This is an optimization exercise on Yosys and OpenROAD, whose aim is small area, not a production implementation.
Only simulation tests tie the RTL to the original design; equivalence was not proved.
Power figures rest on the tool's default switching activity, not on a simulated workload.

**design/flow/flow/run.sh**
```bash
#!/bin/bash
# The standard layout (standard.sh, all steps), with clock tree synthesis run
# without dummy loads. The make output goes to standard.log in the work folder;
# each ORFS step keeps its own log under orfs/logs/.
set -euo pipefail
export CTS_ARGS="-sink_clustering_enable -repair_clock_nets -buf_list sky130_fd_sc_hd__clkbuf_8 -sink_clustering_size 18 -sink_clustering_max_diameter 50 -dont_use_dummy_load"
bash standard.sh > standard.log 2>&1
```
**design/flow/standard.sh**
```bash
#!/bin/bash
# synth_recipe.tcl (not shown) runs the flow's synth.tcl, then flattens the netlist and writes it again
# the make line also repeats each setting of config.mk as NAME=value (left out here)
make -C /OpenROAD-flow-scripts/flow DESIGN_CONFIG=/design/flow/config.mk WORK_HOME=/design/flow/orfs CLKGATE_MAP_FILE= SYNTH_SCRIPT=/design/flow/synth_recipe.tcl "${@:-finish}"
```
**design/flow/config.mk**
```make
export PLATFORM = sky130hd
export DESIGN_NAME = ook_codec
export DESIGN_NICKNAME = ook_codec
export VERILOG_FILES = /design/flow/design.v
export SDC_FILE = /design/flow/constraint.sdc
export NUM_CORES = 4
export LEC_CHECK = 0
export ABC_AREA = 1
export CAP_MARGIN = 20
export CORE_MARGIN = 2
export CORE_UTILIZATION = 45
export GPL_ROUTABILITY_DRIVEN = 1
export PLACE_DENSITY = 0.6
export SLEW_MARGIN = 20
```
**design/flow/constraint.sdc**
```tcl
create_clock -name core_clock -period 20.0 [get_ports {clk}]
set_input_delay 4.0000 -clock core_clock [delete_from_list [all_inputs] [get_ports {clk}]]
set_output_delay 4.0000 -clock core_clock [all_outputs]
set_load 0.01 [all_outputs]
```
**design/flow/design.v**
```verilog
module ook_rx (
    input  wire        clk,
    input  wire        rst_n,
    input  wire        ev_valid,
    input  wire [31:0] now_us,
    output wire        busy,
    input  wire [7:0]  tol_pct,
    output reg         pub_valid,
    output reg  [31:0] rx_seq,        
    output reg  [32:0] pub_code,
    output reg  [5:0]  pub_bitlen,
    output reg         pub_p2,
    output reg  [31:0] pub_time,
    output reg  [28:0] pub_unit,
    input  wire        tx_start_ld,   
    input  wire        tx_code_ld,    
    input  wire [31:0] tx_code_in,
    output wire [31:0] tx_start,
    output wire [31:0] tx_code,
    input  wire        txs_we,        
    input  wire [36:0] txs_d,
    output wire [36:0] txs
);
    localparam integer NSLOT = 66;
    localparam integer SW    = 16;
    localparam [3:0] S_IDLE  = 4'd0,
                     S_MUL   = 4'd1,      
                     S_DIV   = 4'd2,      
                     S_INS   = 4'd3,      
                     S_UD2   = 4'd4,      
                     S_DWAIT = 4'd5,
                     S_NZ    = 4'd6,
                     S_PUB   = 4'd7,
                     S_CAP1  = 4'd8,      
                     S_CAP2  = 4'd9,      
                     S_CAP3  = 4'd10;     
    reg [3:0]  state;
    reg [31:0] last_ts;
    reg [6:0]  change_count;
    reg        repeat_count;
    reg [31:0] t0;            
    reg [36:0] xd;            
    reg [3:0]  mdly;          
    reg [1:0]  mcy;           
    reg [31:0] ud;            
    reg [4:0]  urem;          
    reg [28:0] rem;
    reg        fex;           
    reg [10:0] quo;
    reg [5:0]  cnt;
    reg        pp;            
    reg        nz1, nz2;      
    reg        seq_cy;        
    reg        g_gap;         
    reg        g_near;        
    reg [NSLOT*SW-1:0] ring;
    reg [6:0]  ptr;           
    assign busy     = (state != S_IDLE);
    assign tx_start = xd[31:0];
    assign tx_code  = ud;
    assign txs      = {rem, quo[7:0]};
    wire [38:0] mdiv  = {xd, 2'b00};
    wire        mbit  = mdiv[cnt[3:0]];
    wire [29:0] trial = {rem, mbit};
    wire [31:0] d;
    wire        d_co;         
    wire [31:0] sub_a = (state == S_DIV) ? {2'b0, trial} : xd[31:0];
    wire [31:0] sub_b = (state == S_DIV) ? {3'b0, ud[28:0]} : (state == S_CAP2) ? t0 : last_ts;
    ook_rca #(32) u_d   (.a(sub_a), .b(~sub_b), .ci(1'b1), .s(d), .co(d_co));
    wire        gap_near = ( d_co && (d[31:8] == 24'd0) && (d[7:0] <= 8'd200)) ||
                           (!d_co && (d[31:8] == 24'hFFFFFF) && (d[7:0] >= 8'd56));
    wire        is_gap   = g_gap;
    wire        is_rep   = g_gap && (change_count != 7'd0) && g_near;
    wire        confirm  = is_rep && repeat_count;
    wire [6:0]  cc_g    = is_gap ? 7'd0 : change_count;
    wire        cc_ovf  = (cc_g >= 7'd68);
    wire [6:0]  cc_new  = cc_ovf ? 7'd0 : cc_g;
    wire        rc_new  = cc_ovf ? 1'b0 : (is_rep | repeat_count);
    wire [2:0]  msum = {2'b0, xd[0]} + {2'b0, mdly[2]} + {2'b0, mdly[3]} + {1'b0, mcy};
    wire        ud_go  = ((state == S_MUL) && (cnt >= 6'd5)) || (state == S_UD2) ||
                         ((state == S_PUB) && (cnt != 6'd0));
    wire        by10   = (state == S_PUB) ? pub_p2 : pp;
    wire [5:0]  uv     = {urem, t0[31]};
    wire        uge    = by10 ? (uv >= 6'd10) : (uv >= 6'd31);
    wire [5:0]  uvs    = uv - (by10 ? 6'd10 : 6'd31);
    wire [29:0] tsub = d[29:0];
    wire        ge   = d_co;
    wire [9:0]  fq    = quo[9:0];
    wire        fsat  = quo[10];
    wire [28:0] rem_nx = ge ? tsub[28:0] : trial[28:0];
    function [8:0] thr;
        input [9:0] f;
        input       ex;
        input [9:0] kk;
        reg   [10:0] g;
        reg   [10:0] t;
        begin
            g   = {1'b0, f} - {1'b0, kk};                  
            t   = (g ^ {11{g[10]}}) + {10'd0, g[10] | ~ex};   
            thr = (t[10:8] != 3'd0) ? 9'd256 : {1'b0, t[7:0]};
        end
    endfunction
    wire [8:0]  th1 = fsat ? 9'd256 : thr(fq, fex, 10'd100);
    wire [8:0]  thu = fsat ? 9'd256 : thr(fq, fex, pp ? 10'd200 : 10'd300);
    wire [SW-1:0] head = ring[NSLOT*SW-1 -: SW];
    wire          a_big  = th1[8] | thu[8];
    wire [8:0]    a_v    = th1[8] ? thu : th1;
    wire [15:0]   a_code = a_big ? {3'b0, !th1[8], a_v[8:5], 3'b0, a_v[4:0]} : {th1[7:0], thu[7:0]};
    wire          h_sp   = (head[15:13] == 3'b0) && (head[7:5] == 3'b0);
    wire [8:0]    h_v    = {head[11:8], head[4:0]};
    wire [8:0]    a_t1   = h_sp ? (head[12] ? h_v : 9'd256) : {1'b0, head[15:8]};
    wire [8:0]    a_tu   = h_sp ? (head[12] ? 9'd256 : h_v) : {1'b0, head[7:0]};
    wire [8:0]  p_hi   = (a_t1 > thu) ? a_t1 : thu;   
    wire [8:0]  p_t1   = (a_tu > th1) ? a_tu : th1;   
    wire [8:0]  p_lo   = (p_t1 < p_hi) ? p_t1 : p_hi;
    wire [15:0] p_code = !p_hi[8]       ? {p_lo[7:0], p_hi[7:0]} :
                         !p_lo[8] && (p_lo[7:0] != 8'd255) ? {8'd255, p_lo[7:0]} :
                         {8'd254, 7'd0, p_lo[8]};
    wire [6:0]    ccm2     = change_count - 7'd2;
    wire [6:0]    ins_slot = {ccm2[6:1], pp};
    wire          ins_a    = !change_count[0];
    wire          ins_now  = (state == S_INS) && (ptr == ins_slot);
    always @(posedge clk)
        ring <= {ring[(NSLOT-1)*SW-1:0], ins_now ? (ins_a ? a_code : p_code) : head};
    wire [7:0]  h_a    = head[15:8];
    wire [7:0]  h_b    = head[7:0];
    wire        pge_a  = (tol_pct >= h_a);
    wire        pge_b  = (tol_pct >= h_b);
    wire        h_ord  = (h_a <= h_b);
    wire        h_b0   = h_ord && pge_b;
    wire        h_b1   = h_ord ? pge_a :
                         (h_a == 8'd255) ? pge_b : (!h_b[0] && (tol_pct == 8'd255));
    wire [6:0]  ccm1   = change_count - 7'd1;
    wire [5:0]  npairs = ccm1[6:1];
    wire        h_used = (ptr[6:1] < npairs);
    wire        nz1_n  = (h_used && !ptr[0]) ? (h_b0 ? nz1 : h_b1) : nz1;
    wire        nz2_n  = (h_used &&  ptr[0]) ? (h_b0 ? nz2 : h_b1) : nz2;
    wire        can_pub = (change_count >= 7'd8);
    always @(posedge clk) begin
        urem <= 5'd0;
        if (ud_go) begin
            t0   <= {t0[30:0], t0[31]};
            urem <= uge ? uvs[4:0] : uv[4:0];
            if (state != S_PUB)
                ud <= {ud[30:0], uge};
        end
        if (state == S_MUL) begin
            xd   <= {msum[0], xd[36:1]};
            mdly <= {mdly[2:0], xd[0]};
            mcy  <= msum[2:1];
        end
        if (state == S_DIV) begin
            if (cnt[3] & cnt[1] & cnt[0]) begin          
                rem <= {1'b0, xd[36:9]};
                quo <= 11'd0;
            end else begin
                rem <= rem_nx;
                quo <= {quo[9:0], ge};
                fex <= (rem_nx == 29'd0);
            end
        end else if (txs_we) begin
            rem      <= txs_d[36:8];
            quo[7:0] <= txs_d[7:0];
        end
        if (state == S_IDLE && (ev_valid || tx_start_ld))
            xd <= {5'd0, now_us};
        if (tx_code_ld)
            ud <= tx_code_in;
        if (state == S_CAP1)
            xd <= {5'd0, d};
        if (state == S_CAP2) begin
            g_gap  <= (xd[31:0] > 32'd5000);
            g_near <= gap_near;
        end
        if (state == S_CAP3) begin
            mdly <= 4'd0;
            mcy  <= 2'd0;
            if (!confirm && cc_new == 7'd0)
                t0 <= xd[31:0];
        end
        if ((state == S_NZ || state == S_PUB) && ptr == 7'd65 &&
            (state == S_PUB || !(can_pub && (nz1_n || nz2_n))))
            t0 <= xd[31:0];
    end
    always @(posedge clk) begin
        if (!rst_n) begin
            state        <= S_IDLE;
            last_ts      <= 32'd0;
            change_count <= 7'd0;
            repeat_count <= 1'b0;
            ptr          <= 7'd0;
            pub_valid    <= 1'b0;
            pub_code     <= 33'd0;
            pub_bitlen   <= 6'd0;
            pub_p2       <= 1'b0;
            pub_time     <= 32'd0;
            pub_unit     <= 29'd0;
            rx_seq       <= 32'd0;
        end else begin
            pub_valid <= 1'b0;
            ptr <= (ptr == 7'd65) ? 7'd0 : ptr + 7'd1;
            if (cnt != 6'd0)
                cnt <= cnt - 6'd1;
            case (state)
                S_IDLE: begin
                    if (ev_valid)
                        state <= S_CAP1;
                end
                S_CAP1: begin
                    last_ts <= xd[31:0];
                    state   <= S_CAP2;
                end
                S_CAP2: state <= S_CAP3;
                S_CAP3: begin
                    begin
                        state   <= S_IDLE;
                        pp      <= 1'b0;
                        cnt     <= 6'd36;
                        if (confirm) begin
                            repeat_count <= 1'b0;
                            state        <= S_DWAIT;
                        end else begin
                            repeat_count <= rc_new;
                            change_count <= cc_new + 7'd1;
                            if (cc_new != 7'd0 && cc_new != 7'd67)
                                state <= S_MUL;
                        end
                    end
                end
                S_MUL: begin
                    if (cnt == 6'd0) begin
                        cnt   <= 6'd11;
                        state <= S_DIV;
                    end
                end
                S_UD2: begin
                    if (cnt == 6'd0) begin
                        cnt   <= 6'd11;
                        state <= S_DIV;
                    end
                end
                S_DIV: begin
                    if (cnt == 6'd0)
                        state <= S_INS;
                end
                S_INS: begin
                    if (ins_now) begin
                        pp    <= 1'b1;
                        cnt   <= 6'd31;
                        state <= pp ? S_IDLE : S_UD2;
                    end
                end
                S_DWAIT: begin
                    nz1 <= 1'b0;
                    nz2 <= 1'b0;
                    if (ptr == 7'd65)
                        state <= S_NZ;
                end
                S_NZ: begin
                    nz1 <= nz1_n;
                    nz2 <= nz2_n;
                    if (ptr == 7'd65) begin
                        if (can_pub && (nz1_n || nz2_n)) begin
                            pub_valid  <= 1'b1;
                            pub_p2     <= !nz1_n;
                            pub_code   <= 33'd0;
                            pub_bitlen <= npairs;
                            pub_time   <= last_ts;
                            seq_cy     <= 1'b1;
                            cnt        <= 6'd32;
                            state      <= S_PUB;
                        end else begin
                            change_count <= 7'd1;
                            state        <= S_IDLE;
                        end
                    end
                end
                S_PUB: begin
                    if (cnt != 6'd0) begin
                        pub_unit <= {pub_unit[27:0], uge};
                        rx_seq   <= {rx_seq[0] ^ seq_cy, rx_seq[31:1]};
                        seq_cy   <= rx_seq[0] & seq_cy;
                    end
                    if (h_used && (ptr[0] == pub_p2))
                        pub_code <= h_b0 ? {pub_code[31:0], 1'b0} :
                                    h_b1 ? {pub_code[31:0], 1'b1} : 33'd0;
                    if (ptr == 7'd65) begin
                        change_count <= 7'd1;
                        state        <= S_IDLE;
                    end
                end
                default: state <= S_IDLE;
            endcase
        end
    end
endmodule
module ook_rca #(parameter integer W = 8) (
    input  wire [W-1:0] a,
    input  wire [W-1:0] b,
    input  wire         ci,
    output wire [W-1:0] s,
    output wire         co
);
    wire [W:0] c;
    assign c[0] = ci;
    genvar i;
    generate
        for (i = 0; i < W; i = i + 1) begin : g_bit
            assign s[i]   = a[i] ^ b[i] ^ c[i];
            assign c[i+1] = (a[i] & b[i]) | (c[i] & (a[i] ^ b[i]));
        end
    endgenerate
    assign co = c[W];
endmodule
module ook_codec (
    input  wire        clk,
    input  wire        rst_n,
    input  wire [3:0]  reg_addr,      
    input  wire        reg_wr,
    input  wire        reg_rd,
    input  wire [31:0] reg_wdata,
    output reg  [31:0] reg_rdata,
    input  wire [31:0] now_us,
    input  wire        edge_valid,
    output wire        pin_dir,
    output wire        pin_out,
    output wire        edge_en,
    output reg         pin_release
);
    localparam [3:0] A_CMD = 4'h0, A_STATUS = 4'h1, A_TX_CODE = 4'h2, A_TX_CFG = 4'h3,
                     A_TX_PULSE = 4'h4, A_RX_TOL = 4'h5, A_RX_CODE_LO = 4'h6,
                     A_RX_CODE_HI = 4'h7, A_RX_META = 4'h8, A_RX_UNIT = 4'h9,
                     A_RX_TIME = 4'hA, A_RX_SEQ = 4'hB, A_WAVE_HIGH = 4'hC,
                     A_WAVE_LOW = 4'hD;
    localparam [1:0] M_OFF = 2'd0, M_TX = 2'd1, M_RX = 2'd2;
    localparam [3:0] E_OK = 4'd0, E_MODE_CONFLICT = 4'd1, E_NOT_ENABLED = 4'd2,
                     E_UNSUPPORTED = 4'd3, E_CODE_TOO_WIDE = 4'd4, E_INVALID = 4'd5,
                     E_BUSY = 4'd6, E_ILLEGAL = 4'd7;
    localparam [1:0] K_ONE = 2'd0, K_U = 2'd1, K_S = 2'd2;
    function [43:0] pmul_ops;
        input [15:0] p;
        input [1:0]  k;
        input        p2;
        reg   [21:0] x, y;
        begin
            x = {6'd0, p};
            y = 22'd0;
            case (k)
                K_U: begin
                    y = {5'd0, p, 1'b0};                  
                    if (p2) x = 22'd0;                    
                end
                K_S: begin
                    if (p2) begin
                        x = {3'd0, p, 3'd0};              
                        y = {5'd0, p, 1'b0};
                    end else begin
                        x = {1'b0, p, 5'd0};              
                        y = ~{6'd0, p};                   
                    end
                end
                default: ;
            endcase
            pmul_ops = {x, y};
        end
    endfunction
    reg [1:0]  mode;
    reg        busy;
    reg        busy_d;        
    reg        tx_abort;
    reg [3:0]  err;
    reg        rx_ovf;
    reg        rx_valid;
    reg [31:0] tx_code_r;
    reg [5:0]  cfg_width;
    reg [3:0]  cfg_proto;
    reg [7:0]  cfg_repeat;
    reg [15:0] cfg_pulse;
    reg [7:0]  tol_pct;
    reg [15:0] wave_pulse;
    reg        wave_p2;
    reg [1:0]  wave_kind;     
    reg [3:0]  raddr_q;
    wire [36:0] txs;
    wire [4:0]  tx_wm1      = txs[36:32];    
    wire [7:0]  tx_rep_left = txs[31:24];
    wire [15:0] tx_pulse    = txs[23:8];
    wire        tx_p2       = txs[7];
    wire [4:0]  tx_bit      = txs[6:2];
    wire        tx_in_sync  = txs[1];
    wire        tx_low      = txs[0];
    reg  [36:0] txs_d;
    wire        txs_we;
    assign pin_dir = (mode == M_TX);
    assign edge_en = (mode == M_RX);
    assign pin_out = busy & ~tx_low;
    wire        rx_busy;
    wire        pub_valid;
    wire [31:0] rx_seq;
    wire [32:0] pub_code;
    wire [5:0]  pub_bitlen;
    wire        pub_p2;
    wire [31:0] pub_time;
    wire [28:0] pub_unit;
    wire        edge_cap = edge_valid && (mode == M_RX);
    wire [31:0] tx_seg_start;
    wire [31:0] tx_code;
    wire        tx_start_ld;
    wire        tx_code_ld;
    ook_rx u_rx (
        .clk        (clk),
        .rst_n      (rst_n),
        .ev_valid   (edge_cap),
        .now_us     (now_us),
        .busy       (rx_busy),
        .tol_pct    (tol_pct),
        .pub_valid  (pub_valid),
        .rx_seq     (rx_seq),
        .pub_code   (pub_code),
        .pub_bitlen (pub_bitlen),
        .pub_p2     (pub_p2),
        .pub_time   (pub_time),
        .pub_unit   (pub_unit),
        .tx_start_ld(tx_start_ld),
        .tx_code_ld (tx_code_ld),
        .tx_code_in (tx_code_r),
        .tx_start   (tx_seg_start),
        .tx_code    (tx_code),
        .txs_we     (txs_we),
        .txs_d      (txs_d),
        .txs        (txs)
    );
    wire       cmd_wr  = reg_wr && (reg_addr == A_CMD);
    wire [7:0] opc     = reg_wdata[7:0];
    wire       illegal = (reg_wdata[31:8] != 24'd0) ||
                         !((opc <= 8'h06) || (opc == 8'h08) || (opc == 8'h09) || (opc == 8'h0A));
    wire       proto_ok = (cfg_proto == 4'd1) || (cfg_proto == 4'd2);
    wire       cfg_p2   = cfg_proto[1];
    wire       send_width_bad = (cfg_width == 6'd0) || (cfg_width > 6'd32);
    wire [31:0] wide_mask     = ~32'd0 << cfg_width[4:0];
    wire       send_too_wide  = !cfg_width[5] && ((tx_code_r & wide_mask) != 32'd0);
    wire       cur_bit = tx_code[tx_bit];
    reg  [1:0] cur_k;
    always @(*) begin
        if (tx_in_sync)
            cur_k = tx_low ? K_S : K_ONE;
        else if (cur_bit ^ tx_low)
            cur_k = K_U;
        else
            cur_k = K_ONE;
    end
    wire [43:0] cur_ops = pmul_ops(tx_pulse, cur_k, tx_p2);
    wire [21:0] cur_dur;
    wire [21:0] el_lo;        
    wire        el_co;        
    wire        dur_met;
    ook_rca #(22) u_cur (.a(cur_ops[43:22]), .b(cur_ops[21:0]), .ci(cur_k == K_S && !tx_p2),
                         .s(cur_dur), .co());
    ook_rca #(22) u_el  (.a(now_us[21:0]), .b(~tx_seg_start[21:0]), .ci(1'b1), .s(el_lo), .co(el_co));
    ook_rca #(22) u_cmp (.a(el_lo), .b(~cur_dur), .ci(1'b1), .s(), .co(dur_met));
    wire [9:0]  start_hi1 = tx_seg_start[31:22] + 10'd1;
    wire        el_hi_nz  = el_co ? (now_us[31:22] != tx_seg_start[31:22]) : (now_us[31:22] != start_hi1);
    wire        seg_done = busy && (el_hi_nz || dur_met);
    wire        send_ok  = cmd_wr && !illegal && (opc[3:0] == 4'h5) && !busy && (mode == M_TX) &&
                           !send_width_bad && (cfg_pulse != 16'd0) && proto_ok && !send_too_wide;
    assign tx_code_ld  = send_ok;
    assign tx_start_ld = send_ok || seg_done;
    assign txs_we      = send_ok || seg_done;
    always @(*) begin
        txs_d = txs;
        if (send_ok) begin
            txs_d = {cfg_width[4:0] - 5'd1, cfg_repeat, cfg_pulse, cfg_p2,
                     cfg_width[4:0] - 5'd1, 1'b0, 1'b0};
        end else if (!tx_low) begin
            txs_d[0] = 1'b1;
        end else if (!tx_in_sync) begin
            txs_d[0] = 1'b0;
            if (tx_bit == 5'd0)
                txs_d[1] = 1'b1;
            else
                txs_d[6:2] = tx_bit - 5'd1;
        end else begin
            txs_d[0]     = 1'b0;
            txs_d[1]     = 1'b0;
            txs_d[6:2]   = tx_wm1;
            txs_d[31:24] = tx_rep_left - 8'd1;
        end
    end
    reg  [1:0]  wave_k;
    always @(*) begin
        if (!raddr_q[0])                        
            wave_k = (wave_kind == 2'd1) ? K_U : K_ONE;
        else                                    
            wave_k = (wave_kind == 2'd0) ? K_U : (wave_kind == 2'd1) ? K_ONE : K_S;
    end
    wire [43:0] wave_ops = pmul_ops(wave_pulse, wave_k, wave_p2);
    wire [21:0] wave_val;
    ook_rca #(22) u_wave (.a(wave_ops[43:22]), .b(wave_ops[21:0]), .ci(wave_k == K_S && !wave_p2),
                          .s(wave_val), .co());
    always @(*) begin
        case (raddr_q)
            A_STATUS:     reg_rdata = {22'd0, rx_valid, rx_ovf, err, tx_abort, busy_d, mode};
            A_TX_CODE:    reg_rdata = tx_code_r;
            A_TX_CFG:     reg_rdata = {8'd0, cfg_repeat, 4'd0, cfg_proto, 2'd0, cfg_width};
            A_TX_PULSE:   reg_rdata = {16'd0, cfg_pulse};
            A_RX_TOL:     reg_rdata = {24'd0, tol_pct};
            A_RX_CODE_LO: reg_rdata = pub_code[31:0];
            A_RX_CODE_HI: reg_rdata = {31'd0, pub_code[32]};
            A_RX_META:    reg_rdata = {22'd0, rx_valid & pub_p2, rx_valid & ~pub_p2, 2'd0, pub_bitlen};
            A_RX_UNIT:    reg_rdata = {3'd0, pub_unit};
            A_RX_TIME:    reg_rdata = pub_time;
            A_RX_SEQ:     reg_rdata = rx_seq;
            A_WAVE_HIGH,
            A_WAVE_LOW:   reg_rdata = {10'd0, wave_val};
            default:      reg_rdata = 32'd0;
        endcase
    end
    always @(posedge clk) begin
        raddr_q <= rst_n ? reg_addr : 4'hE;
        busy_d  <= busy;
    end
    always @(posedge clk) begin
        if (!rst_n) begin
            mode         <= M_OFF;
            busy         <= 1'b0;
            tx_abort     <= 1'b0;
            err          <= E_OK;
            rx_ovf       <= 1'b0;
            rx_valid     <= 1'b0;
            tx_code_r    <= 32'd0;
            cfg_width    <= 6'd24;
            cfg_proto    <= 4'd1;
            cfg_repeat   <= 8'd10;
            cfg_pulse    <= 16'd350;
            tol_pct      <= 8'd20;
            wave_pulse   <= 16'd0;
            wave_p2      <= 1'b0;
            wave_kind    <= 2'd0;
            pin_release  <= 1'b0;
        end else begin
            pin_release <= 1'b0;
            if (seg_done && tx_low && tx_in_sync && tx_rep_left == 8'd1)
                busy <= 1'b0;                        
            if (edge_cap && rx_busy)
                rx_ovf <= 1'b1;
            if (pub_valid)
                rx_valid <= 1'b1;
            if (reg_wr) begin
                case (reg_addr)
                    A_TX_CODE:  tx_code_r <= reg_wdata;
                    A_TX_CFG: begin
                        cfg_width  <= reg_wdata[5:0];
                        cfg_proto  <= reg_wdata[11:8];
                        cfg_repeat <= reg_wdata[23:16];
                    end
                    A_TX_PULSE: cfg_pulse <= reg_wdata[15:0];
                    A_RX_TOL:   tol_pct   <= reg_wdata[7:0];
                    default: ;
                endcase
            end
            if (cmd_wr) begin
                if (illegal) begin
                    err <= E_ILLEGAL;
                end else begin
                    case (opc[3:0])
                        4'h0: err <= E_OK;
                        4'h1: begin
                            if (mode == M_RX)
                                err <= E_MODE_CONFLICT;
                            else begin
                                mode <= M_TX;
                                err  <= E_OK;
                            end
                        end
                        4'h2: begin
                            if (mode == M_TX) begin
                                if (busy) begin
                                    busy     <= 1'b0;
                                    tx_abort <= 1'b1;
                                end
                                mode <= M_OFF;
                            end
                            err <= E_OK;
                        end
                        4'h3: begin
                            if (mode == M_TX)
                                err <= E_MODE_CONFLICT;
                            else begin
                                mode   <= M_RX;
                                rx_ovf <= 1'b0;
                                err    <= E_OK;
                            end
                        end
                        4'h4: begin
                            if (mode == M_RX)
                                mode <= M_OFF;
                            err <= E_OK;
                        end
                        4'h5: begin
                            if (busy)
                                err <= E_BUSY;
                            else if (mode != M_TX)
                                err <= E_NOT_ENABLED;
                            else if (send_width_bad || cfg_pulse == 16'd0)
                                err <= E_INVALID;
                            else if (!proto_ok)
                                err <= E_UNSUPPORTED;
                            else if (send_too_wide)
                                err <= E_CODE_TOO_WIDE;
                            else begin
                                tx_abort     <= 1'b0;
                                                busy         <= (cfg_repeat != 8'd0);
                                err          <= E_OK;
                            end
                        end
                        4'h6: begin
                            if (mode == M_TX && busy) begin
                                busy     <= 1'b0;
                                tx_abort <= 1'b1;
                            end
                            mode        <= M_OFF;
                            pin_release <= 1'b1;
                            err         <= E_OK;
                        end
                        default: begin
                            if (cfg_pulse == 16'd0)
                                err <= E_INVALID;
                            else if (!proto_ok)
                                err <= E_UNSUPPORTED;
                            else begin
                                wave_pulse <= cfg_pulse;
                                wave_p2    <= cfg_p2;
                                wave_kind  <= opc[1:0];
                                err        <= E_OK;
                            end
                        end
                    endcase
                end
            end
        end
    end
endmodule
```
==> results of run 1 <==
worst max-delay path: cells and delay by family, from the launching register on:
family | cells | cell delay (ns)
AOI/OAI and AO/OA | 2 | 0.37
adders and majority gates | 32 | 11.66
buffers and inverters | 10 | 1.38
DFF | 1 | 0.39
and+or+nand+nor | 6 | 1.95
worst paths after layout:
path,from,to,slack [ns],cells after the start
setup / recovery,u_rx.state[1]$_SDFFE_PN0P_,u_rx.fex$_DFFE_PP_,4.07,50
hold / removal,u_rx.ring[536]$_DFF_P_,u_rx.ring[552]$_DFF_P_,0.27,0
setup reg to reg,u_rx.state[1]$_SDFFE_PN0P_,u_rx.fex$_DFFE_PP_,4.07,50
hold reg to reg,u_rx.ring[536]$_DFF_P_,u_rx.ring[552]$_DFF_P_,0.27,0
sequential cells by signal (all words and copies together) (netlist names), 8 cells and up:
signal         cells
u_rx.ud           32
u_rx.quo          11
u_rx.rem          29
cfg_pulse         16
u_rx.ring       1056
u_rx.rx_seq       32
u_rx.t0           32
u_rx.xd           37
u_rx.pub_time     32
tol_pct            8
wave_pulse        16
tx_code_r         32
cfg_repeat         8
u_rx.last_ts      32
u_rx.pub_code     33
u_rx.pub_unit     29
cell families after synthesis:
group,synth area share
muxes,0.001747
buffers and inverters,0.05785
and+or+nand+nor,0.1074
AOI/OAI and AO/OA,0.1447
xor gates and xnor gates,0.01216
adders and majority gates,0.06566
DFF,0.6105
power by group:
group          leakage, uW  switching (uW)  internal (uW)
clock network     0.000978             917            607
registers           0.0124            10.3           3060
logic              0.00861            74.9           41.5
total               0.0220            1000           3700
placed cells by master (no fill, tap or decap), types with 5 or more instances in the layout:
cell type,count
nand2_1,636
o21ai_1,14
mux2i_1,9
nor2_2,6
nor3_1,37
a211oi_1,15
a22oi_1,18
nor2_1,328
xnor2_1,25
o211ai_1,42
inv_2,12
clkbuf_8,136
nand3_1,175
a221oi_1,51
o21ai_2,5
inv_1,546
fa_1,96
o21ai_0,713
o2111ai_1,13
o221ai_1,10
or2_2,14
a21oi_1,378
o21a_1,5
buf_4,42
edfxtp_1,117
nand4_1,46
dfxtp_1,1397
clkinv_1,10
ha_1,117
a31oi_1,9
xor2_1,41
clkdlybuf4s50_1,106
a2111oi_0,5
nor4_1,31
nor2_4,8
nand2_2,11
o22ai_1,38
through the flow:
step | setup slack (ns) | hold slack [ns] | power, uW
final | 4.067 | 0.2678 | 4706
after global routing | 3.578 | 0.2685 | 4885
after CTS | 4.201 | 0.2525 | 4764
after detailed placement | 3.660 | 0.3121 | 3249
after global placement | 3.710 | 0.3097 | 3248
after floorplan | 4.940 | 0.3096 | 3195
cell type report:
cell class,instances,area (um^2),area share
diodes,2,5.005,0.00008944
repair buffers,150,1399,0.02500
flip-flops and latches,1514,31480,0.5626
multi-input cells,2947,17160,0.3067
well taps,1512,1892,0.03381
clock buffers,136,1872,0.03345
inverters,570,2147,0.03837
metal layers:
layer,share of wire,vias up,global-route usage
met3,0.082,236,0.04516
met2,0.41,1319,0.3230
met4,0.034,0,0.08708
met5,0,-,0
met1,0.48,17410,0.3403
li1,-,17490,-
cell usage after synthesis, types with 11 or more instances:
cell type  count
buf_1         11
a21oi_1      378
a211oi_1      15
ha_1         117
clkbuf_1     200
nand2_1      638
o2111ai_1     13
nand3_1      176
a22oi_1       18
o22ai_1       38
nor2_1       335
inv_2         11
dfxtp_1     1397
edfxtp_1     117
inv_1        548
o211ai_1      42
xor2_1        41
xnor2_1       25
o21ai_0      713
fa_1          96
nand4_1       46
o21ai_1       15
or2_2         14
nor3_1        37
nor4_1        31
a221oi_1      51
==> results.json, run 1 <==
{
  "drt_drc_violations_left": 0,
  "stdcell_count": 6831,
  "wire_per_inst_um": 19.74,
  "cts-buffers-inserted": 136,
  "tns_ns": 0,
  "finalSetupViolations": 0,
  "tightest_slew_ns": 1.052,
  "clock_latency_ns": 0.83,
  "routed_via_density": 5.336,
  "drv_slew": 0,
  "hold_path_class": "register to register",
  "vias": 36450,
  "critPathCaptureType": "register",
  "clock-root-buffer": "clkbuf_8",
  "ios": 109,
  "synth_top_cell_by_area": "dfxtp_1",
  "powerDensity_nw_per_um2": 84.09,
  "start_kind": "register",
  "port_buffers": 107,
  "hold_viol_final": 0,
  "htreeDepth": 4,
  "place_inst": 6693,
  "ir_worst_vdd_mv": 0.06622,
  "initial_utilization": 0.4522,
  "synth_cell_types": 67,
  "grt_pass1_vias": 33550,
  "cpPeakStageDelay_ns": 0.71,
  "grt_pass1_wl_mm": 204.1,
  "yosysWarnings": 2,
  "synth_top_area_share": 0.5424,
  "fill_cells": 10710,
  "rows": 124,
  "dpl_cell_area_um2": 54080,
  "rsz0062_at_grt": "false",
  "drt_wl_total_mm": 134.9,
  "layout-drive-gt1-share": 0.04777,
  "seq_area_frac_synth": 0.6105,
  "cts_buffer_depth": 3,
  "worstPathRequired_ns": 20.66,
  "antenna_found_initial": 3,
  "postCtsSetupBuffers": 0,
  "grt_overflow_total": 0,
  "postLayoutCoreUtil": 0.4907,
  "detail_route.iter0.violations": 3527,
  "synth-seq-cells": 1514,
  "relSlewSlack": 0.2943,
  "postRouteAntennaNets": 0,
  "cp_common_cell": "fa_1",
  "fin_area_um2": 55960,
  "dp_hpwl_mm": 96.15,
  "core_area_um2": 114000,
  "layout_min_cycle_time_ns": 15.93,
  "cts-resized-gates": 0,
  "clk_pin_slew_ns": 0.10,
  "grt_max_degree": 108,
  "ctsHoldBuffers": 0,
  "grt.total_usage": 0.2278,
  "cts_sinks": 1514,
  "cap_violations": 0,
  "finalClockSkew_ns": 0.07864,
  "tritoncts": "yes",
  "synth-async-reset-ratio": 0,
  "path_max_fanout": 57,
  "yosys_most_used_dff": "dfxtp_1",
  "arrival_ns": 16.60,
  "synth_area_leaders": "dfxtp_1 (54%), o21ai_0 (6.9%), edfxtp_1 (6.8%), nand2_1 (4.6%), inv_1 (4.0%)",
  "fmax_mhz": 62.76,
  "synth_fp_nets": 5533,
  "area_growth_pct": 8.524,
  "nNetsFinal": 5605,
  "first_pass_iters": 6,
  "slowest_stage": "nor2_4",
  "status": "timing/DRC/antenna clean",
  "path_class": "register to register",
  "die_x_um": 342.5,
  "period_share": 0.7967,
  "synth_edf_count": 117,
  "dieArea_um2": 117300,
  "die_h_um": 342.5,
  "leakagePower_uw": 0.02196,
  "place_congestion": 0.9534,
  "syn_area_um2": 51560,
  "syn_avg_cell_area_um2": 9.827,
  "synthCells": 5247
}
==> inputs of run 2 (changes only) <==
--- a/design/flow/design.v
+++ b/design/flow/design.v
@@ -53,3 +53,2 @@
     reg        seq_cy;        
-    reg        g_gap;         
     reg        g_near;        
@@ -71,4 +70,4 @@
                            (!d_co && (d[31:8] == 24'hFFFFFF) && (d[7:0] >= 8'd56));
-    wire        is_gap   = g_gap;
-    wire        is_rep   = g_gap && (change_count != 7'd0) && g_near;
+    wire        is_gap   = (xd[31:0] > 32'd5000);
+    wire        is_rep   = is_gap && (change_count != 7'd0) && g_near;
     wire        confirm  = is_rep && repeat_count;
@@ -171,3 +170,2 @@
         if (state == S_CAP2) begin
-            g_gap  <= (xd[31:0] > 32'd5000);
             g_near <= gap_near;
@@ -372,3 +370,3 @@
     reg        rx_ovf;
-    reg        rx_valid;
+    wire       rx_valid;      
     reg [31:0] tx_code_r;
@@ -405,2 +403,3 @@
     wire        edge_cap = edge_valid && (mode == M_RX);
+    assign rx_valid = (pub_bitlen != 6'd0);
     wire [31:0] tx_seg_start;
@@ -528,3 +527,2 @@
             rx_ovf       <= 1'b0;
-            rx_valid     <= 1'b0;
             tx_code_r    <= 32'd0;
@@ -545,4 +543,2 @@
                 rx_ovf <= 1'b1;
-            if (pub_valid)
-                rx_valid <= 1'b1;
             if (reg_wr) begin
==> design/flow/flow/run.sh (replaced) <==
#!/bin/bash
# The standard layout (standard.sh, all steps), with clock tree synthesis run
# without dummy loads. The make output goes to standard.log in the work folder;
# each ORFS step keeps its own log under orfs/logs/.
set -euo pipefail
export CTS_ARGS="-sink_clustering_enable -repair_clock_nets -buf_list sky130_fd_sc_hd__clkbuf_8 -sink_clustering_size 16 -sink_clustering_max_diameter 50 -dont_use_dummy_load"
bash standard.sh > standard.log 2>&1
==> run 2 against run 1 <==
Effect of this change: non-clock buffer count rose by 7; utilization rose by 0.17 points; synthesized cell count down 0.29%; clock skew grew 0.044 ns.
==> results.json, run 2 <==
{
  "yosysWarnings": 2,
  "dp_hpwl_mm": 98.10,
  "arrival_ns": 16.58,
  "largest_reg_flops": 1056,
  "tightest_slew_ns": 1.294,
  "cp_common_cell": "fa_1",
  "fill_cells": 10720,
  "drv_slew": 0,
  "power_uw": 4753,
  "final_common_cell": "dfxtp_1",
  "wire_per_inst_um": 19.92,
  "synthMuxAreaShare": 0.0005829,
  "synth_top_area_share": 0.5421,
  "cap_violations": 0,
  "cts-resized-gates": 0,
  "clock-root-buffer": "clkbuf_8",
  "layout-drive-gt1-share": 0.04964,
  "clk_pin_slew_ns": 0.09,
  "leakagePower_uw": 0.02237,
  "synth_area_leaders": "dfxtp_1 (54%), edfxtp_1 (6.8%), o21ai_0 (6.2%), nand2_1 (4.5%), inv_1 (4.0%)",
  "cpPeakStageDelay_ns": 0.79,
  "slowest_stage": "nor4_1",
  "multi_input_area_um2": 17140,
  "synth_cell_types": 66,
  "clock_latency_ns": 0.85,
  "synth_top_family_by_area": "compound AO/OA/AOI/OAI gates",
  "powerDensity_nw_per_um2": 84.77,
  "synth-compound-area-share": 0.1461,
  "grt_pass1_vias": 34600,
  "grt_overflow_total": 0,
  "dpl_cell_area_um2": 54060,
  "period_share": 0.7967,
  "mostFrequentLayoutCells": "dfxtp_1 (1395), o21ai_0 (642), nand2_1 (614)",
  "port_buffers": 107,
  "top_regs": "u_rx.ring x1056, u_rx.xd x37, u_rx.pub_code x33",
  "synth_simple_gate_area_share": 0.1068,
  "seq_area_frac_synth": 0.6097,
  "yosys_most_used_dff": "dfxtp_1",
  "status": "timing/DRC/antenna clean",
  "relSlewSlack": 0.1351,
  "postRouteAntennaNets": 0,
  "fin_area_um2": 56070,
  "cts_buffer_depth": 3,
  "grt.total_usage": 0.2304,
  "die_x_um": 342.3,
  "nNetsFinal": 5606,
  "postCtsSetupBuffers": 0,
  "synth_top_cell_by_area": "dfxtp_1",
  "cts_sinks": 1511,
  "htreeDepth": 4,
  "synth_fa_ha_area_frac": 0.06572,
  "drt_drc_violations_left": 0,
  "finalClockSkew_ns": 0.1223,
  "tritoncts": "yes",
  "synth_fp_nets": 5518,
  "first_pass_iters": 7,
  "ctsHoldBuffers": 0,
  "finalSetupViolations": 0,
  "antenna_found_initial": 5,
  "rsz0062_at_grt": "false",
  "vias": 36530,
  "holdWs_ns": 0.2619,
  "synthCells": 5232,
  "regMostFlops": "u_rx.ring",
  "tns_ns": 0,
  "dieArea_um2": 117200,
  "hold_viol_final": 0,
  "ys_top_cells_by_count": "dfxtp_1 (1395), o21ai_0 (643), nand2_1 (614)",
  "detail_route.iter0.violations": 3868,
  "synthXorXnorAreaFrac": 0.01241,
  "grt_max_degree": 100,
  "synth-seq-cells": 1511,
  "worstPathRequired_ns": 20.65,
  "place_congestion": 0.9703,
  "routed_via_density": 5.344,
  "initial_utilization": 0.4524,
  "synth-async-reset-ratio": 0,
  "syn_area_um2": 51520,
  "layout_min_cycle_time_ns": 15.93,
  "grt_pass1_wl_mm": 207.6,
  "start_kind": "register",
  "hold_path_class": "register to register",
  "fmax_mhz": 62.76,
  "ir_worst_vdd_mv": 0.06928,
  "synth_edf_count": 116,
  "area_growth_pct": 8.846,
  "path_max_fanout": 34,
  "cts-buffers-inserted": 145,
  "rows": 124,
  "syn_avg_cell_area_um2": 9.846,
  "core_area_um2": 113900,
  "register_area_um2": 31410,
  "yosys.cell_count.top_type": "dfxtp_1",
  "critPathCaptureType": "register",
  "path_class": "register to register",
  "die_h_um": 342.3,
  "drt_wl_total_mm": 136.1,
  "ios": 109
}
## run 2: final cells by class
class                      count  area share
tap                         1512     0.03374
sequential                  1511      0.5602
antenna                        5   0.0002231
multi-input combinational   2927      0.3057
inverter                     578     0.03878
clock buffer                 145     0.03559
timing repair buffer         157     0.02582
## run 2: metrics by stage
step | cells | setup WS, ns | util
final | 6835 | 4.065 | 0.4924
after global routing | 6832 | 3.610 | 0.4923
after CTS | 6830 | 4.357 | 0.4923
after detailed placement | 6685 | 3.663 | 0.4748
after global placement | 6685 | 3.719 | 0.4747
after floorplan | 5232 | 4.800 | -
## run 2: final timing paths
path	from	endpoint	slack, ns	depth (start not counted)
worst max-delay path	u_rx.cnt[0]$_DFFE_PP_	u_rx.fex$_DFFE_PP_	4.07	48
worst min-delay path	u_rx.ring[342]$_DFF_P_	u_rx.ring[358]$_DFF_P_	0.26	0
worst max register to register	u_rx.cnt[0]$_DFFE_PP_	u_rx.fex$_DFFE_PP_	4.07	48
worst min register to register	u_rx.ring[342]$_DFF_P_	u_rx.ring[358]$_DFF_P_	0.26	0
## run 2: cells by family (layout without fill, tap and decap cells)
logic type / after synthesis / count (layout)
multiplexers: 3 / 3
buffers and inverters: 794 / 880
AO/OA/AOI/OAI: 1339 / 1339
AND/OR/NAND/NOR: 1302 / 1302
adder cells (fa/ha/maj): 213 / 213
XOR/XNOR: 70 / 70
flip-flops: 1511 / 1511
other: 0 / 5
## run 2: critical path: cells and delay by family, from the launching register on
kind | cells | cell delay (ns)
simple gates | 3 | 1.24
fa+ha+maj | 32 | 11.82
flops | 1 | 0.58
compound gates | 6 | 1.09
buf+inv | 7 | 1.03
## run 2: report_power, final
group | internal [uW] | total, uW | switching, uW
Combinational | 45.8 | 127 | 80.8
Sequential | 3050 | 3060 | 12.5
Clock | 645 | 1560 | 917
## run 2: per-layer routing
| metal | part of all wire | global-route usage | vias to the layer above |
|---|---|---|---|
| li1 | - | - | 17500 |
| met1 | 0.48 | 0.3440 | 17450 |
| met2 | 0.41 | 0.3284 | 1335 |
| met3 | 0.085 | 0.04821 | 240 |
| met4 | 0.030 | 0.07995 | 2 |
| met5 | 0.000095 | 0 | - |

## re-timing with driven ports
The results above use ideal ports. As a check the final layouts listed here were re-extracted and re-timed, cells and wires unchanged. Step 1 (the two cells are an assumption about what drives the block):
set clk [get_ports {clk}]
set_driving_cell -lib_cell sky130_fd_sc_hd__clkbuf_16 $clk
set_driving_cell -lib_cell sky130_fd_sc_hd__buf_2 [delete_from_list [all_inputs] $clk]
Step 2 also shifts input and output timing later by t, the mid clock arrival at the registers, as if the neighbouring blocks saw the same clock. a / b / c = ideal / step 1 / step 2; a / b = the first two.
| run | shift t [ns] | setup WS [ns] | worst hold slack (ns) |
|---|---|---|---|
| run 1 | 0.864 | 4.067 / 4.067 / 3.611 | 0.268 / 0.268 / 0.268 |
| run 2 | 0.856 | 4.065 / 4.065 / 3.606 | 0.262 / 0.262 / 0.262 |
After both steps every run listed still meets setup and hold. The setup slack of run 2, which loses most, moves by 0.000 ns with the drivers and by -0.459 ns with both steps.
